Context: an optimization exercise on an open-source flow, tuned for small area, a short achievable clock period and few clock cycles. The choices shown serve that exercise and are no tape-out recipe.
At most, simulation tests tie the RTL to the original design; equivalence was not proved.

==> run a: inputs <==
## go_rainbow
module go_rainbow (
    input  wire        clk,
    input  wire        rst,            
    input  wire        step_valid,
    output wire        step_ready,
    input  wire [31:0] now,
    input  wire [7:0]  sat,
    input  wire [7:0]  val,
    output wire        pincfg_valid,
    output wire        pincfg_pin,     
    input  wire        pin_ack_valid,
    input  wire        pin_ack_ok,
    output reg         hb_en,          
    output reg         hb_level,
    output reg         idle_yield,
    output wire        px_valid,
    output wire [31:0] px_data,
    input  wire        px_ready,
    output reg  [1:0]  fault           
);
Settings: LEC_CHECK=0, ABC_AREA=1, CAP_MARGIN=20, CORE_MARGIN=2, CORE_UTILIZATION=40, SLEW_MARGIN=20; clock period 24.0 ns.
run.sh (not shown) runs the stock make flow with config.mk's settings and CLKGATE_MAP_FILE= SYNTH_SCRIPT=/design/flow/synth_recipe.tcl, a recipe that flattens the netlist after the stock synthesis.
==> inputs of run b, as changes to run a <==
--- a/flow/design.v
+++ b/flow/design.v
@@ -90,40 +90,42 @@
     wire acc_it   = acc && started;
     wire ack_fire = cfg_v && pin_ack_valid;
     wire px_fire  = pxv && px_ready;
     reg  [31:0] nq;
     reg  [8:0]  t0lo;
     reg  [4:0]  k5_hue, k5_fr;    
     reg  [7:0]  hue_offset;
-    function [4:0] nib5(input [3:0] n);
-        begin
-            nib5[0] = (n == 4'd0) | (n == 4'd5) | (n == 4'd10) | (n == 4'd15);
-            nib5[1] = (n == 4'd1) | (n == 4'd6) | (n == 4'd11);
-            nib5[2] = (n == 4'd2) | (n == 4'd7) | (n == 4'd12);
-            nib5[3] = (n == 4'd3) | (n == 4'd8) | (n == 4'd13);
-            nib5[4] = (n == 4'd4) | (n == 4'd9) | (n == 4'd14);
-        end
-    endfunction
     function [4:0] add5(input [4:0] a, input [4:0] b);
         integer i, j;
         begin
             add5 = 5'd0;
             for (i = 0; i < 5; i = i + 1)
                 for (j = 0; j < 5; j = j + 1)
                     if ((i + j) % 5 == 0) add5[0] = add5[0] | (a[i] & b[j]);
                     else if ((i + j) % 5 == 1) add5[1] = add5[1] | (a[i] & b[j]);
                     else if ((i + j) % 5 == 2) add5[2] = add5[2] | (a[i] & b[j]);
                     else if ((i + j) % 5 == 3) add5[3] = add5[3] | (a[i] & b[j]);
                     else add5[4] = add5[4] | (a[i] & b[j]);
         end
     endfunction
-    wire [4:0] m5 = add5(add5(add5(nib5(nq[3:0]),   nib5(nq[7:4])),
-                              add5(nib5(nq[11:8]),  nib5(nq[15:12]))),
-                         add5(add5(nib5(nq[19:16]), nib5(nq[23:20])),
-                              add5(nib5(nq[27:24]), nib5(nq[31:28]))));
+    wire [5:0] m5s0 = nq[3:0] + nq[7:4] + nq[11:8] + nq[15:12];
+    wire [4:0] m5h0;
+    assign m5h0[0] = (m5s0 == 6'd0) | (m5s0 == 6'd5) | (m5s0 == 6'd10) | (m5s0 == 6'd15) | (m5s0 == 6'd20) | (m5s0 == 6'd25) | (m5s0 == 6'd30) | (m5s0 == 6'd35) | (m5s0 == 6'd40) | (m5s0 == 6'd45) | (m5s0 == 6'd50) | (m5s0 == 6'd55) | (m5s0 == 6'd60);
+    assign m5h0[1] = (m5s0 == 6'd1) | (m5s0 == 6'd6) | (m5s0 == 6'd11) | (m5s0 == 6'd16) | (m5s0 == 6'd21) | (m5s0 == 6'd26) | (m5s0 == 6'd31) | (m5s0 == 6'd36) | (m5s0 == 6'd41) | (m5s0 == 6'd46) | (m5s0 == 6'd51) | (m5s0 == 6'd56);
+    assign m5h0[2] = (m5s0 == 6'd2) | (m5s0 == 6'd7) | (m5s0 == 6'd12) | (m5s0 == 6'd17) | (m5s0 == 6'd22) | (m5s0 == 6'd27) | (m5s0 == 6'd32) | (m5s0 == 6'd37) | (m5s0 == 6'd42) | (m5s0 == 6'd47) | (m5s0 == 6'd52) | (m5s0 == 6'd57);
+    assign m5h0[3] = (m5s0 == 6'd3) | (m5s0 == 6'd8) | (m5s0 == 6'd13) | (m5s0 == 6'd18) | (m5s0 == 6'd23) | (m5s0 == 6'd28) | (m5s0 == 6'd33) | (m5s0 == 6'd38) | (m5s0 == 6'd43) | (m5s0 == 6'd48) | (m5s0 == 6'd53) | (m5s0 == 6'd58);
+    assign m5h0[4] = (m5s0 == 6'd4) | (m5s0 == 6'd9) | (m5s0 == 6'd14) | (m5s0 == 6'd19) | (m5s0 == 6'd24) | (m5s0 == 6'd29) | (m5s0 == 6'd34) | (m5s0 == 6'd39) | (m5s0 == 6'd44) | (m5s0 == 6'd49) | (m5s0 == 6'd54) | (m5s0 == 6'd59);
+    wire [5:0] m5s1 = nq[19:16] + nq[23:20] + nq[27:24] + nq[31:28];
+    wire [4:0] m5h1;
+    assign m5h1[0] = (m5s1 == 6'd0) | (m5s1 == 6'd5) | (m5s1 == 6'd10) | (m5s1 == 6'd15) | (m5s1 == 6'd20) | (m5s1 == 6'd25) | (m5s1 == 6'd30) | (m5s1 == 6'd35) | (m5s1 == 6'd40) | (m5s1 == 6'd45) | (m5s1 == 6'd50) | (m5s1 == 6'd55) | (m5s1 == 6'd60);
+    assign m5h1[1] = (m5s1 == 6'd1) | (m5s1 == 6'd6) | (m5s1 == 6'd11) | (m5s1 == 6'd16) | (m5s1 == 6'd21) | (m5s1 == 6'd26) | (m5s1 == 6'd31) | (m5s1 == 6'd36) | (m5s1 == 6'd41) | (m5s1 == 6'd46) | (m5s1 == 6'd51) | (m5s1 == 6'd56);
+    assign m5h1[2] = (m5s1 == 6'd2) | (m5s1 == 6'd7) | (m5s1 == 6'd12) | (m5s1 == 6'd17) | (m5s1 == 6'd22) | (m5s1 == 6'd27) | (m5s1 == 6'd32) | (m5s1 == 6'd37) | (m5s1 == 6'd42) | (m5s1 == 6'd47) | (m5s1 == 6'd52) | (m5s1 == 6'd57);
+    assign m5h1[3] = (m5s1 == 6'd3) | (m5s1 == 6'd8) | (m5s1 == 6'd13) | (m5s1 == 6'd18) | (m5s1 == 6'd23) | (m5s1 == 6'd28) | (m5s1 == 6'd33) | (m5s1 == 6'd38) | (m5s1 == 6'd43) | (m5s1 == 6'd48) | (m5s1 == 6'd53) | (m5s1 == 6'd58);
+    assign m5h1[4] = (m5s1 == 6'd4) | (m5s1 == 6'd9) | (m5s1 == 6'd14) | (m5s1 == 6'd19) | (m5s1 == 6'd24) | (m5s1 == 6'd29) | (m5s1 == 6'd34) | (m5s1 == 6'd39) | (m5s1 == 6'd44) | (m5s1 == 6'd49) | (m5s1 == 6'd54) | (m5s1 == 6'd59);
+    wire [4:0] m5 = add5(m5h0, m5h1);
     wire [4:0] m5n = {m5[1], m5[2], m5[3], m5[4], m5[0]};
     wire [8:0] d_hb = nq[8:0] - t0lo;
     wire [2:0] r8   = d_hb[2:0];
     wire [4:0] r5h  = add5(m5, k5_hue);
     wire [4:0] r5f  = add5(m5, k5_fr);
     wire [5:0] d_hue;
     wire [4:0] d_fr;
@@ -159,15 +161,38 @@
     wire [6:0] s_hue = {1'b0, lo6[5:0]} + {1'b0, d_hue};
     wire [5:0] s_fr  = {1'b0, lo5[4:0]} + {1'b0, d_fr};
     wire ovf_hue = o6 & s_hue[6];
     wire ovf_fr  = o5 & s_fr[5];
     wire due_hb  = !((z9 & !s_hb[9]) | (o9 & s_hb[9]));
     wire due_hue = !((z6 & !s_hue[6] & (s_hue[5:0] < 6'd40)) | ovf_hue);
     wire due_fr  = !((z5 & !s_fr[5]  & (s_fr[4:0]  < 5'd20)) | ovf_fr);
-    wire w = now < nq;      
+    wire [15:0] wg1, wp1;
+    wire [7:0]  wg2, wp2;
+    wire [3:0]  wg3, wp3;
+    wire [1:0]  wg4, wp4;
+    genvar gi;
+    generate
+        for (gi = 0; gi < 16; gi = gi + 1) begin : w_l1
+            assign wg1[gi] = g[2*gi+1] | (t[2*gi+1] & g[2*gi]);
+            assign wp1[gi] = t[2*gi+1] & t[2*gi];
+        end
+        for (gi = 0; gi < 8; gi = gi + 1) begin : w_l2
+            assign wg2[gi] = wg1[2*gi+1] | (wp1[2*gi+1] & wg1[2*gi]);
+            assign wp2[gi] = wp1[2*gi+1] & wp1[2*gi];
+        end
+        for (gi = 0; gi < 4; gi = gi + 1) begin : w_l3
+            assign wg3[gi] = wg2[2*gi+1] | (wp2[2*gi+1] & wg2[2*gi]);
+            assign wp3[gi] = wp2[2*gi+1] & wp2[2*gi];
+        end
+        for (gi = 0; gi < 2; gi = gi + 1) begin : w_l4
+            assign wg4[gi] = wg3[2*gi+1] | (wp3[2*gi+1] & wg3[2*gi]);
+            assign wp4[gi] = wp3[2*gi+1] & wp3[2*gi];
+        end
+    endgenerate
+    wire w = !(wg4[1] | (wp4[1] & (wg4[0] | wp4[0])));
     function [4:0] upd5(input [4:0] k, input up, input dn);
         begin
             if (up && !dn)      upd5 = {k[3:0], k[4]};
             else if (dn && !up) upd5 = {k[0], k[4:1]};
             else                upd5 = k;
         end
     endfunction
@@ -217,21 +242,23 @@
                 started <= 1'b1;
                 rdy     <= 1'b0;
                 cfg_v   <= 1'b1;
                 cfg_pin <= 1'b0;
             end
             if (ack_fire) begin
                 if (!pin_ack_ok) begin
-                    cfg_v <= 1'b0;
-                    fault <= 2'd2;
+                    cfg_v   <= 1'b0;
+                    cfg_pin <= 1'b0;
+                    fault   <= 2'd2;
                 end else if (!cfg_pin) begin
                     cfg_pin <= 1'b1;
                 end else begin
-                    cfg_v <= 1'b0;
-                    rdy   <= 1'b1;
+                    cfg_v   <= 1'b0;
+                    cfg_pin <= 1'b0;
+                    rdy     <= 1'b1;
                 end
             end
             if (acc_it) begin
                 hue_offset <= hue_next;
                 if (due_hb) begin
                     hb_en    <= 1'b1;
                     hb_level <= !hb_level;
@@ -260,15 +287,15 @@
         if (cfg_v) begin
             k5_hue <= m5n;
             k5_fr  <= m5n;
         end else if (acc_it) begin
             k5_hue <= upd5(k5_hue, w, ovf_hue);
             k5_fr  <= upd5(k5_fr,  w, ovf_fr);
         end
-        if (acc_it && due_fr) begin
+        if (rdy) begin
             sat_q <= sat;
             val_q <= val;
             hcur  <= hue_next;
         end
         if (p1)
             zc <= va;
         if (adv) begin
==> inputs of run c, as changes to run a <==
--- a/flow/design.v
+++ b/flow/design.v
@@ -90,40 +90,36 @@
     wire acc_it   = acc && started;
     wire ack_fire = cfg_v && pin_ack_valid;
     wire px_fire  = pxv && px_ready;
     reg  [31:0] nq;
     reg  [8:0]  t0lo;
     reg  [4:0]  k5_hue, k5_fr;    
     reg  [7:0]  hue_offset;
-    function [4:0] nib5(input [3:0] n);
-        begin
-            nib5[0] = (n == 4'd0) | (n == 4'd5) | (n == 4'd10) | (n == 4'd15);
-            nib5[1] = (n == 4'd1) | (n == 4'd6) | (n == 4'd11);
-            nib5[2] = (n == 4'd2) | (n == 4'd7) | (n == 4'd12);
-            nib5[3] = (n == 4'd3) | (n == 4'd8) | (n == 4'd13);
-            nib5[4] = (n == 4'd4) | (n == 4'd9) | (n == 4'd14);
-        end
-    endfunction
     function [4:0] add5(input [4:0] a, input [4:0] b);
         integer i, j;
         begin
             add5 = 5'd0;
             for (i = 0; i < 5; i = i + 1)
                 for (j = 0; j < 5; j = j + 1)
                     if ((i + j) % 5 == 0) add5[0] = add5[0] | (a[i] & b[j]);
                     else if ((i + j) % 5 == 1) add5[1] = add5[1] | (a[i] & b[j]);
                     else if ((i + j) % 5 == 2) add5[2] = add5[2] | (a[i] & b[j]);
                     else if ((i + j) % 5 == 3) add5[3] = add5[3] | (a[i] & b[j]);
                     else add5[4] = add5[4] | (a[i] & b[j]);
         end
     endfunction
-    wire [4:0] m5 = add5(add5(add5(nib5(nq[3:0]),   nib5(nq[7:4])),
-                              add5(nib5(nq[11:8]),  nib5(nq[15:12]))),
-                         add5(add5(nib5(nq[19:16]), nib5(nq[23:20])),
-                              add5(nib5(nq[27:24]), nib5(nq[31:28]))));
+    wire [6:0] m5s = nq[3:0] + nq[7:4] + nq[11:8] + nq[15:12]
+                   + nq[19:16] + nq[23:20] + nq[27:24] + nq[31:28];
+    wire [4:0] m5t = m5s[6:4] + m5s[3:0];
+    wire [4:0] m5;
+    assign m5[0] = (m5t == 5'd0) | (m5t == 5'd5) | (m5t == 5'd10) | (m5t == 5'd15) | (m5t == 5'd20);
+    assign m5[1] = (m5t == 5'd1) | (m5t == 5'd6) | (m5t == 5'd11) | (m5t == 5'd16) | (m5t == 5'd21);
+    assign m5[2] = (m5t == 5'd2) | (m5t == 5'd7) | (m5t == 5'd12) | (m5t == 5'd17) | (m5t == 5'd22);
+    assign m5[3] = (m5t == 5'd3) | (m5t == 5'd8) | (m5t == 5'd13) | (m5t == 5'd18);
+    assign m5[4] = (m5t == 5'd4) | (m5t == 5'd9) | (m5t == 5'd14) | (m5t == 5'd19);
     wire [4:0] m5n = {m5[1], m5[2], m5[3], m5[4], m5[0]};
     wire [8:0] d_hb = nq[8:0] - t0lo;
     wire [2:0] r8   = d_hb[2:0];
     wire [4:0] r5h  = add5(m5, k5_hue);
     wire [4:0] r5f  = add5(m5, k5_fr);
     wire [5:0] d_hue;
     wire [4:0] d_fr;
@@ -159,15 +155,38 @@
     wire [6:0] s_hue = {1'b0, lo6[5:0]} + {1'b0, d_hue};
     wire [5:0] s_fr  = {1'b0, lo5[4:0]} + {1'b0, d_fr};
     wire ovf_hue = o6 & s_hue[6];
     wire ovf_fr  = o5 & s_fr[5];
     wire due_hb  = !((z9 & !s_hb[9]) | (o9 & s_hb[9]));
     wire due_hue = !((z6 & !s_hue[6] & (s_hue[5:0] < 6'd40)) | ovf_hue);
     wire due_fr  = !((z5 & !s_fr[5]  & (s_fr[4:0]  < 5'd20)) | ovf_fr);
-    wire w = now < nq;      
+    wire [15:0] wg1, wp1;
+    wire [7:0]  wg2, wp2;
+    wire [3:0]  wg3, wp3;
+    wire [1:0]  wg4, wp4;
+    genvar gi;
+    generate
+        for (gi = 0; gi < 16; gi = gi + 1) begin : w_l1
+            assign wg1[gi] = g[2*gi+1] | (t[2*gi+1] & g[2*gi]);
+            assign wp1[gi] = t[2*gi+1] & t[2*gi];
+        end
+        for (gi = 0; gi < 8; gi = gi + 1) begin : w_l2
+            assign wg2[gi] = wg1[2*gi+1] | (wp1[2*gi+1] & wg1[2*gi]);
+            assign wp2[gi] = wp1[2*gi+1] & wp1[2*gi];
+        end
+        for (gi = 0; gi < 4; gi = gi + 1) begin : w_l3
+            assign wg3[gi] = wg2[2*gi+1] | (wp2[2*gi+1] & wg2[2*gi]);
+            assign wp3[gi] = wp2[2*gi+1] & wp2[2*gi];
+        end
+        for (gi = 0; gi < 2; gi = gi + 1) begin : w_l4
+            assign wg4[gi] = wg3[2*gi+1] | (wp3[2*gi+1] & wg3[2*gi]);
+            assign wp4[gi] = wp3[2*gi+1] & wp3[2*gi];
+        end
+    endgenerate
+    wire w = !(wg4[1] | (wp4[1] & (wg4[0] | wp4[0])));
     function [4:0] upd5(input [4:0] k, input up, input dn);
         begin
             if (up && !dn)      upd5 = {k[3:0], k[4]};
             else if (dn && !up) upd5 = {k[0], k[4:1]};
             else                upd5 = k;
         end
     endfunction
==> impl_metrics.json <==
{
  "path_depth": 42,
  "critPathMaxStageDelay_ns": 0.56,
  "synth-compound-area-share_pct": 8.323,
  "synthSimpleGateAreaFrac_pct": 27.88,
  "clk_share_pct": 2.228,
  "fin_ws_ns": 14.85,
  "start_util_pct": 40.41,
  "outcome": "timing/DRC/antenna clean",
  "place_congestion": 0.9354,
  "seq_share_pct": 17.49,
  "postLayoutCellArea_mm2": 0.02449,
  "dp_cells": 3897,
  "final-nonclk-buf-share_pct": 3.903,
  "arrival_ns": 9.32,
  "maxSlewHeadroom_pct": 31.30
}
(the above is from run a)
==> impl_metrics.json <==
{
  "outcome": "timing/DRC/antenna clean",
  "arrival_ns": 8.84,
  "maxSlewHeadroom_pct": 30.17,
  "path_depth": 35,
  "dp_cells": 3610,
  "final-nonclk-buf-share_pct": 3.798,
  "async_flop_share_pct": 0,
  "place_congestion": 0.8999,
  "wire_per_inst_um": 16.01,
  "period_needed_ns": 8.638,
  "synth_adder_area_share_pct": 32.73,
  "tritoncts": "yes",
  "ys.warnings.count": 2,
  "synth_top_family_by_area": "adder cells",
  "clk_share_pct": 2.294,
  "critPathMaxStageDelay_ns": 0.72,
  "holdPathEnd": "started",
  "postLayoutCellArea_mm2": 0.02378,
  "synth-compound-area-share_pct": 8.585,
  "seq_share_pct": 18.01
}
(the above is from run b)
==> impl_metrics.json <==
{
  "outcome": "timing/DRC/antenna clean",
  "fin_ws_ns": 15.49,
  "synth_cells": 2717,
  "synthMuxAreaShare_pct": 0,
  "postLayoutCellArea_mm2": 0.02347,
  "holdPathEnd": "started",
  "reg2reg_depth": 40,
  "place_congestion": 0.9709,
  "maxSlewHeadroom_pct": 22.90,
  "seq_share_pct": 18.26,
  "critPathMaxStageDelay_ns": 0.67,
  "path_depth": 40,
  "ys.flop_type": "edfxtp_1",
  "portBuffers": 85,
  "rows": 84,
  "clk_share_pct": 2.543,
  "final-nonclk-buf-share_pct": 3.978
}
(the above is from run c)
Testbench counts of run c, summed over its fixed seeds: cycles 51,432.
No functional check of the RTL was part of run a and run b.

==> port drivers added, routing unchanged <==
The results above use ideal ports. As a check the final layouts listed here were re-extracted and re-timed, cells and wires unchanged.
Step 1 assumes that a clkbuf_16 drives the clock port and a buf_2 every other input.
Step 2, shift: input delay + t, output delay - t, t = (earliest + latest rising clock arrival at the registers) / 2. This alone moves slack from input paths to output paths.
a / b / c = ideal ports / drivers / drivers and shift; a / b = the first two.
run | t, ns | setup WS [ns] | clock arrival spread, ns | pins driven straight from the clock port
run a | 0.540 | 14.854 / 14.854 / 14.854 | 0.029 / 0.030 | 1
run b | 0.533 | 15.362 / 15.362 / 15.208 | 0.020 / 0.020 | 1
run c | 0.529 | 15.492 / 15.492 / 15.321 | 0.023 / 0.024 | 1
After both steps setup and hold are still met in every run listed. The setup slack of run c, which loses most, moves by 0.000 ns with the drivers and by -0.171 ns with both steps.
